This design comes from an exercise in tuning for small area on the open sky130 flow, not from production work. The RTL was checked by simulation tests, not by an equivalence proof against the original design. The clock port is modelled as an ideal driver, which makes a skipped or thinned clock tree look cheaper than it is; a real chip needs a root buffer or a tree. No activity file was given, so power comes from the tool's default toggle rates.

==> run M: inputs <==
## swqd
module swqd (
    input  wire        clk,
    input  wire        rst,
    input  wire        us_tick,
    input  wire        qd_tick,
    input  wire        dq_in,
    output wire        dq_drive_low,
    input  wire        enc_a,
    input  wire        enc_b,
    input  wire        enc_btn,
    input  wire        enc_sw,
    input  wire        bus_sel,
    input  wire        bus_we,
    input  wire [3:0]  bus_addr,
    input  wire [15:0] bus_wdata,
    output reg  [15:0] bus_rdata
);
    localparam [3:0] A_CTRL         = 4'h0,
                     A_TPD_STATUS   = 4'h1,
                     A_FRAME_HUM    = 4'h2,
                     A_FRAME_TEMP   = 4'h3,
                     A_FRAME_CSUM   = 4'h4,
                     A_TEMP_SIGNED  = 4'h5,
                     A_QD_STATUS    = 4'h6,
                     A_MENU_STATE   = 4'h7,
                     A_MENU_CONSUME = 4'h8;
    wire       line;
    wire [3:0] pins;
    swqd_sync #(.RST(0)) u_sync_dq  (.clk(clk), .rst(rst), .d(dq_in),   .q(line));
    swqd_sync #(.RST(1)) u_sync_a   (.clk(clk), .rst(rst), .d(enc_a),   .q(pins[0]));
    swqd_sync #(.RST(1)) u_sync_b   (.clk(clk), .rst(rst), .d(enc_b),   .q(pins[1]));
    swqd_sync #(.RST(1)) u_sync_btn (.clk(clk), .rst(rst), .d(enc_btn), .q(pins[2]));
    swqd_sync #(.RST(1)) u_sync_sw  (.clk(clk), .rst(rst), .d(enc_sw),  .q(pins[3]));
    wire host_rd = bus_sel && !bus_we;
    wire host_wr = bus_sel &&  bus_we;
  ...
==> module swqd_tpd, before the edit <==
module swqd_tpd (
    input  wire        clk,
    input  wire        rst,
    input  wire        us_tick,
    input  wire        start,          
    input  wire        line,           
    output wire        busy,
    output wire        drive_low,
    output reg  [5:0]  bitcnt,
    output wire        done,
    output wire [2:0]  result,
    output wire [2:0]  stage,
    output wire        fin,            
    output wire        ok,             
    output wire [39:0] frame,
    output reg  [7:0]  calc
);
    localparam [3:0] START_LOW = 4'b1111,
                     ACK1      = 4'b1001,
                     ACK2      = 4'b1010,
                     ACK3      = 4'b1011,
                     BIT_RISE  = 4'b1100,
                     BIT_FALL  = 4'b1101,
                     RELEASE   = 4'b1000,
                     BIT_DELAY = 4'b1110;
    localparam [3:0] IDLE_NONE = 4'b0000,
                     IDLE_OK   = 4'b0111,
                     IDLE_BAD  = 4'b0110;
    localparam [6:0] C_29  = 7'd97,
                     C_39  = 7'd105,
                     C_78  = 7'd73,
                     C_100 = 7'd22,
                     C_126 = 7'd64;    
    localparam [4:0] L_23  = 5'd26;
    localparam [6:0] M_29  = 7'b0110010,
                     M_39  = 7'b0011110;
    localparam [11:0] M_END = 12'b1110_1011_1110;   
    reg [3:0]  s;
    reg [6:0]  cnt;
    reg [39:0] shreg;
    assign busy      = s[3];
    assign drive_low = (s == START_LOW);
    assign done   = !s[3] && (s[2:0] != 3'd0);
    assign fin    = !s[3] && s[2] && s[1];
    assign ok     = fin && s[0];
    assign stage  = (s[3] || fin) ? 3'd0 : s[2:0];
    assign result = s[3]          ? 3'd0 :
                    fin           ? (s[0] ? 3'd1 : 3'd4) :
                    (s[2:0] == 3'd0) ? 3'd0 :
                    s[2]          ? 3'd3 : 3'd2;
    assign frame = shreg;
    wire [4:0] lfsr    = shreg[4:0];
    wire       lfsr_in = ~(lfsr[4] ^ lfsr[2]);
    wire [6:0] cnt_inc = {cnt[5:0], ~(cnt[6] ^ cnt[5])};
    wire tick     = us_tick;
    wire target   = ~s[0];             
    wire hit      = (line == target);
    wire budget   = (cnt == C_100);
    reg  [3:0] s_n;
    reg        clr;                     
    reg        shift;
    reg        shin;
    reg        sample;
    always @(*) begin
        s_n    = s;
        clr    = 1'b0;
        shift  = 1'b0;
        shin   = line;
        sample = 1'b0;
        case (s)
            START_LOW: begin
                if (cnt == C_126) begin
                    shift = 1'b1;
                    shin  = lfsr_in;
                end
                if ((({lfsr, cnt} ^ {L_23, C_78}) & M_END) == 12'd0) begin
                    s_n = RELEASE;
                    clr = 1'b1;
                end
            end
            RELEASE: begin
                if (((cnt ^ C_29) & M_29) == 7'd0) begin
                    s_n = ACK1;
                    clr = 1'b1;
                end
            end
            BIT_DELAY: begin
                if (((cnt ^ C_39) & M_39) == 7'd0) begin
                    shift  = 1'b1;
                    sample = 1'b1;
                    s_n    = BIT_FALL;
                    clr    = 1'b1;
                end
            end
            ACK1, ACK2, ACK3, BIT_RISE, BIT_FALL: begin
                if (hit) begin
                    clr = 1'b1;
                    if (s == BIT_FALL) begin
                        if (bitcnt[5] && bitcnt[3])      
                            s_n = (calc == shreg[7:0]) ? IDLE_OK : IDLE_BAD;
                        else
                            s_n = BIT_RISE;
                    end else if (s == BIT_RISE)
                        s_n = BIT_DELAY;
                    else
                        s_n = s + 4'd1;
                end else if (budget) begin
                    clr = 1'b1;
                    s_n = {1'b0, s[2:0]};    
                end
            end
            default: ;   
        endcase
    end
    wire start_acc = start && !s[3];
    wire add_byte  = sample && (bitcnt[2:0] == 3'd0) && (bitcnt[5:3] != 3'd0);
    always @(posedge clk) begin
        if (rst) begin
            s      <= IDLE_NONE;
            bitcnt <= 6'd0;
        end else if (start_acc) begin
            s      <= START_LOW;
            bitcnt <= 6'd0;
        end else if (tick) begin
            s <= s_n;
            if (sample)
                bitcnt <= bitcnt + 6'd1;
        end
    end
    always @(posedge clk) begin
        if (!s[3] || (tick && clr))
            cnt <= 7'd0;
        else if (tick)
            cnt <= cnt_inc;
    end
    always @(posedge clk) begin
        if (start_acc)
            shreg[4:0] <= 5'd0;
        else if (tick && shift)
            shreg <= {shreg[38:0], shin};
    end
    always @(posedge clk) begin
        if (start_acc)
            calc <= 8'd0;
        else if (tick && add_byte)
            calc <= calc + shreg[7:0];
    end
endmodule
Settings: LEC_CHECK=0, CAP_MARGIN=0, CORE_MARGIN=2, CORE_UTILIZATION=80, GPL_TIMING_DRIVEN=0, PLACE_DENSITY=0.92, SLEW_MARGIN=0; clock period 10.0 ns.
standard.sh (not shown) runs the stock make flow with config.mk's settings and CLKGATE_MAP_FILE= SYNTH_SCRIPT=/design/flow/synth_recipe.tcl, a recipe that flattens the netlist after the stock synthesis.
==> flow/flow/run.sh <==
#!/bin/bash
# The standard layout (standard.sh) with these changes:
#  - synthesis maps the logic with an area-oriented ABC script
#    (flow/abc_area.script, used in place of ORFS's abc_speed.script);
#  - every port is still buffered, but with buf_1 cells;
#  - the clock port drives a few clock buffers, each driving a group of
#    flip-flops (the CTS step runs flow/clock_buffers.tcl in place of
#    clock_tree_synthesis, then ORFS's usual legalisation and timing repair).
#    The smallest choice whose worst flip-flop clock slew, estimated on the
#    placed design, stays under 100 ps is used (flow/clock_eval.tcl).
# Each step's full output goes to a log file in this folder; ORFS's own
# per-step logs are under orfs/logs/.
set -euo pipefail
W=$(pwd)

# A copy of ORFS's scripts with the changes above.
S="$W/scripts_mod"
rm -rf "$S"
mkdir -p "$S"
cp -r "$FLOW_HOME/scripts/." "$S/"
cp "$W/flow/abc_area.script" "$S/abc_speed.script"
cp "$W/flow/clock_buffers.tcl" "$S/clock_buffers.tcl"
python3 - "$S/cts.tcl" <<'PY'
import sys
p = sys.argv[1]
s = open(p).read()
old = "log_cmd clock_tree_synthesis {*}$cts_args"
assert s.count(old) == 1
s = s.replace(old, "source $::env(SCRIPTS_DIR)/clock_buffers.tcl\nbuild_clock_buffers")
open(p, "w").write(s)
PY

export SCRIPTS_DIR="$S"
export BUFFER_PORTS_ARGS="-buffer_cell sky130_fd_sc_hd__buf_1"
bash "$W/standard.sh" synth > "$W/run_synth.log" 2>&1
bash "$W/standard.sh" place > "$W/run_place.log" 2>&1

# Pick the clock buffers, smallest total area first; four clkbuf_16 if
# nothing smaller keeps the estimated clock slew under 100 ps.
R="$W/orfs/results/$FLOW_PLATFORM/swqd/base"
export LIB_FILE="$FLOW_HOME/platforms/$FLOW_PLATFORM/lib/sky130_fd_sc_hd__tt_025C_1v80.lib"
export SETRC_FILE="$FLOW_HOME/platforms/$FLOW_PLATFORM/setRC.tcl"
export PLACE_ODB="$R/3_place.odb" PLACE_SDC="$R/3_place.sdc" FLOW_DIR="$W/flow"
export CLOCK_BUFFERS=4
export CLOCK_BUFFER_CELL=sky130_fd_sc_hd__clkbuf_16
: > "$W/run_clock_eval.log"
for choice in "1 sky130_fd_sc_hd__clkbuf_16" "2 sky130_fd_sc_hd__clkbuf_8" \
              "2 sky130_fd_sc_hd__buf_12" "3 sky130_fd_sc_hd__clkbuf_8" \
              "2 sky130_fd_sc_hd__clkbuf_16" "4 sky130_fd_sc_hd__clkbuf_8" \
              "3 sky130_fd_sc_hd__buf_12" "3 sky130_fd_sc_hd__clkbuf_16" \
              "4 sky130_fd_sc_hd__buf_12"; do
  set -- $choice
  slew=$(CLOCK_BUFFERS=$1 CLOCK_BUFFER_CELL=$2 openroad -no_init -exit "$W/flow/clock_eval.tcl" 2>&1 \
         | tee -a "$W/run_clock_eval.log" | awk '/^CLOCK_EVAL/ {print $5}' || true)
  if [[ -n "$slew" ]] && awk -v s="$slew" 'BEGIN {exit !(s < 0.100)}'; then
    CLOCK_BUFFERS=$1
    CLOCK_BUFFER_CELL=$2
    break
  fi
done
echo "clock buffers: $CLOCK_BUFFERS x $CLOCK_BUFFER_CELL" | tee -a "$W/run_clock_eval.log"

bash "$W/standard.sh" > "$W/run_layout.log" 2>&1
==> flow/flow/clock_buffers.tcl <==
# Clock distribution used in place of clock_tree_synthesis: the clock port
# drives CLOCK_BUFFERS buffers (CLOCK_BUFFER_CELL), each placed at the centre
# of the group of flip-flops it drives; the groups come from k-means on the
# flip-flops' placed positions. Every flip-flop sees the same buffer depth
# (one).
proc build_clock_buffers { } {
  set nbuf $::env(CLOCK_BUFFERS)
  set cell $::env(CLOCK_BUFFER_CELL)
  set block [ord::get_db_block]
  set dbu [$block getDbUnitsPerMicron]
  foreach src [get_property [lindex [all_clocks] 0] sources] {
    set net_name [get_full_name $src]
    set xs {}
    set ys {}
    set pins {}
    foreach pin [get_pins -of_objects [get_nets $net_name]] {
      set loc [[[sta::sta_to_db_pin $pin] getInst] getLocation]
      lappend xs [expr {double([lindex $loc 0]) / $dbu}]
      lappend ys [expr {double([lindex $loc 1]) / $dbu}]
      lappend pins $pin
    }
    set n [llength $pins]
    puts "Clock net $net_name: $n sinks, $nbuf buffer(s) of $cell"
    # k-means, seeded with sinks spread along x
    set order [lsort -real -indices $xs]
    set cx {}
    set cy {}
    for {set b 0} {$b < $nbuf} {incr b} {
      set i [lindex $order [expr {(2 * $b + 1) * $n / (2 * $nbuf)}]]
      lappend cx [lindex $xs $i]
      lappend cy [lindex $ys $i]
    }
    for {set iter 0} {$iter < 50} {incr iter} {
      set grp {}
      for {set i 0} {$i < $n} {incr i} {
        set best 0
        set bd 1e30
        for {set b 0} {$b < $nbuf} {incr b} {
          set d [expr {abs([lindex $xs $i] - [lindex $cx $b]) + abs([lindex $ys $i] - [lindex $cy $b])}]
          if { $d < $bd } {
            set bd $d
            set best $b
          }
        }
        lappend grp $best
      }
      set ncx {}
      set ncy {}
      for {set b 0} {$b < $nbuf} {incr b} {
        set sx 0.0
        set sy 0.0
        set k 0
        for {set i 0} {$i < $n} {incr i} {
          if { [lindex $grp $i] == $b } {
            set sx [expr {$sx + [lindex $xs $i]}]
            set sy [expr {$sy + [lindex $ys $i]}]
            incr k
          }
        }
        if { $k > 0 } {
          lappend ncx [expr {$sx / $k}]
          lappend ncy [expr {$sy / $k}]
        } else {
          lappend ncx [lindex $cx $b]
          lappend ncy [lindex $cy $b]
        }
      }
      set cx $ncx
      set cy $ncy
    }
    for {set b 0} {$b < $nbuf} {incr b} {
      set load {}
      for {set i 0} {$i < $n} {incr i} {
        if { [lindex $grp $i] == $b } {
          lappend load [lindex $pins $i]
        }
      }
      if { [llength $load] == 0 } {
        continue
      }
      puts "  buffer $b: [llength $load] sinks at ([lindex $cx $b], [lindex $cy $b])"
      insert_buffer -buffer_cell $cell -net $net_name \
        -load_pins $load -location [list [lindex $cx $b] [lindex $cy $b]] \
        -buffer_name clkbuf_leaf_$b -net_name clknet_leaf_$b
    }
    set left [llength [get_pins -of_objects [get_nets $net_name]]]
    if { $left > $nbuf } {
      error "clock net $net_name still drives $left cell pins"
    }
  }
  set_propagated_clock [all_clocks]
}
==> flow/flow/clock_eval.tcl <==
# Trial of one clock buffer choice (CLOCK_BUFFERS x CLOCK_BUFFER_CELL) on the
# placed design: prints the largest flip-flop clock-pin slew it would give,
# with placement parasitics. Nothing is written back.
read_liberty $::env(LIB_FILE)
read_db $::env(PLACE_ODB)
read_sdc $::env(PLACE_SDC)
source $::env(SETRC_FILE)
source $::env(FLOW_DIR)/clock_buffers.tcl
build_clock_buffers
detailed_placement
estimate_parasitics -placement
set worst 0.0
foreach pin [get_pins -hierarchical */CLK] {
  set s [get_property $pin slew_max]
  if { $s > $worst } {
    set worst $s
  }
}
puts "CLOCK_EVAL $::env(CLOCK_BUFFERS) $::env(CLOCK_BUFFER_CELL) slew_ns $worst"
Other scripts of this flow, unchanged in this note and not shown: flow/flow/abc_area.script
==> inputs of run B, as changes to run M <==
--- a/flow/design.v
+++ b/flow/design.v
@@ -155,5 +155,5 @@
     end
     always @(posedge clk) begin
-        if (start_acc)
+        if (start_acc && !rst)
             shreg[4:0] <= 5'd0;
         else if (tick && shift)
==> flow/flow/run.sh (replaced) <==
#!/bin/bash
# The standard layout (standard.sh) with these changes:
#  - synthesis maps the logic with an area-oriented ABC script
#    (flow/abc_area.script, used in place of ORFS's abc_speed.script);
#  - every port is still buffered, but with buf_1 cells;
#  - the clock port drives four clkbuf_16, each driving a group of flip-flops (the CTS step
#    runs flow/clock_buffers.tcl in place of clock_tree_synthesis, then
#    ORFS's usual legalisation and timing repair).
# Each step's full output goes to a log file in this folder; ORFS's own
# per-step logs are under orfs/logs/.
set -euo pipefail
W=$(pwd)

# A copy of ORFS's scripts with the two changes above.
S="$W/scripts_mod"
rm -rf "$S"
mkdir -p "$S"
cp -r "$FLOW_HOME/scripts/." "$S/"
cp "$W/flow/abc_area.script" "$S/abc_speed.script"
cp "$W/flow/clock_buffers.tcl" "$S/clock_buffers.tcl"
python3 - "$S/cts.tcl" <<'PY'
import sys
p = sys.argv[1]
s = open(p).read()
old = "log_cmd clock_tree_synthesis {*}$cts_args"
assert s.count(old) == 1
s = s.replace(old, "source $::env(SCRIPTS_DIR)/clock_buffers.tcl\nbuild_clock_buffers")
open(p, "w").write(s)
PY

export SCRIPTS_DIR="$S"
export BUFFER_PORTS_ARGS="-buffer_cell sky130_fd_sc_hd__buf_1"
export CLOCK_BUFFERS=4
export CLOCK_BUFFER_CELL=sky130_fd_sc_hd__clkbuf_16
bash "$W/standard.sh" synth > "$W/run_synth.log" 2>&1
bash "$W/standard.sh" > "$W/run_layout.log" 2>&1
- CAP_MARGIN: 0 -> 20
- CORE_UTILIZATION: 80 -> 40
- GPL_TIMING_DRIVEN: 0 -> not set
- PLACE_DENSITY: 0.92 -> 0.6
- SLEW_MARGIN: 0 -> 20
removed: flow/flow/clock_eval.tcl
==> inputs of run C, as changes to run M <==
--- a/flow/design.v
+++ b/flow/design.v
@@ -155,5 +155,5 @@
     end
     always @(posedge clk) begin
-        if (start_acc)
+        if (start_acc && !rst)
             shreg[4:0] <= 5'd0;
         else if (tick && shift)
--- a/flow/flow/run.sh
+++ b/flow/flow/run.sh
@@ -36,6 +36,5 @@
 bash "$W/standard.sh" place > "$W/run_place.log" 2>&1
 
-# Pick the clock buffers, smallest total area first; four clkbuf_16 if
-# nothing smaller keeps the estimated clock slew under 100 ps.
+# Pick the clock buffers, smallest total area first.
 R="$W/orfs/results/$FLOW_PLATFORM/swqd/base"
 export LIB_FILE="$FLOW_HOME/platforms/$FLOW_PLATFORM/lib/sky130_fd_sc_hd__tt_025C_1v80.lib"
@@ -46,8 +45,6 @@
 : > "$W/run_clock_eval.log"
 for choice in "1 sky130_fd_sc_hd__clkbuf_16" "2 sky130_fd_sc_hd__clkbuf_8" \
-              "2 sky130_fd_sc_hd__buf_12" "3 sky130_fd_sc_hd__clkbuf_8" \
-              "2 sky130_fd_sc_hd__clkbuf_16" "4 sky130_fd_sc_hd__clkbuf_8" \
-              "3 sky130_fd_sc_hd__buf_12" "3 sky130_fd_sc_hd__clkbuf_16" \
-              "4 sky130_fd_sc_hd__buf_12"; do
+              "3 sky130_fd_sc_hd__clkbuf_8" "2 sky130_fd_sc_hd__clkbuf_16" \
+              "4 sky130_fd_sc_hd__clkbuf_8" "3 sky130_fd_sc_hd__clkbuf_16"; do
   set -- $choice
   slew=$(CLOCK_BUFFERS=$1 CLOCK_BUFFER_CELL=$2 openroad -no_init -exit "$W/flow/clock_eval.tcl" 2>&1 \
- CORE_UTILIZATION: 80 -> 65
- GPL_TIMING_DRIVEN: 0 -> not set
- PLACE_DENSITY: 0.92 -> 0.85
==> comparison table <==
Status: run M no timing/DRC/antenna violations; run C no timing/DRC/antenna violations; run B no timing/DRC/antenna violations
Layout Nets: run M 480; run C 471; run B 473
Multi-input combinational gate total: run M 292; run C 279; run B 279
Share of final-layout standard cells stronger than drive strength 1: run M 0.02079; run C 0.02123; run B 0.02582
Die Wd: run M 74.33 um; run C 82.20 um; run B 103.7 um
Overall Global Routing Usage: run M 0.4291; run C 0.2723; run B 0.1738
Leakage: run M 1.584 nW; run C 1.523 nW; run B 1.534 nW
Max-slew headroom: run M 0.3519; run C 0.2327; run B 0.3256
Arithmetic-cell share of the synthesized area counting full adders, half adders and majority gates: run M 0.04617; run C 0.04596; run B 0.04596
Maximum achievable frequency: run M 150.1 MHz; run C 149.6 MHz; run B 152.1 MHz
Part of the power in combinational logic: run M 0.025; run C 0.030; run B 0.030
XOR/XNOR Fraction of Synth Area: run M 0.02435; run C 0.04186; run B 0.04186
Net switching power: run M 98.67 uW; run C 95.32 uW; run B 98.60 uW
No run of this note takes its clock network from TritonCTS; it comes from the design's own scripts or RTL.

re-timing with driven ports:
The flow's constraints put no driver on any port. The routed layouts listed below were extracted and timed again, unchanged, in two steps. Step 1 (the two cells are an assumption about what drives the block):
set clk [get_ports {clk}]
set_driving_cell -lib_cell sky130_fd_sc_hd__clkbuf_16 $clk
set_driving_cell -lib_cell sky130_fd_sc_hd__buf_2 [delete_from_list [all_inputs] $clk]
Step 2 times the ports against the registers' clock, not the clock port: input delays grow and output delays shrink by t, the midpoint of the rising clock arrivals with the driver on. a / b / c = no drivers / after step 1 / after step 2; a / b = the first two.
run | t, ns | slack for setup (ns) | worst setup path after step 2
run M | 0.233 | 3.339 / 3.303 / 3.303 | input to output
run B | 0.231 | 3.425 / 3.406 / 3.406 | input to output
run C | 0.222 | 3.315 / 3.295 / 3.295 | input to output
After both steps every run listed still meets setup and hold. For run M, which loses most, drivers alone change the setup slack by -0.036 ns; drivers and shift together by -0.036 ns.
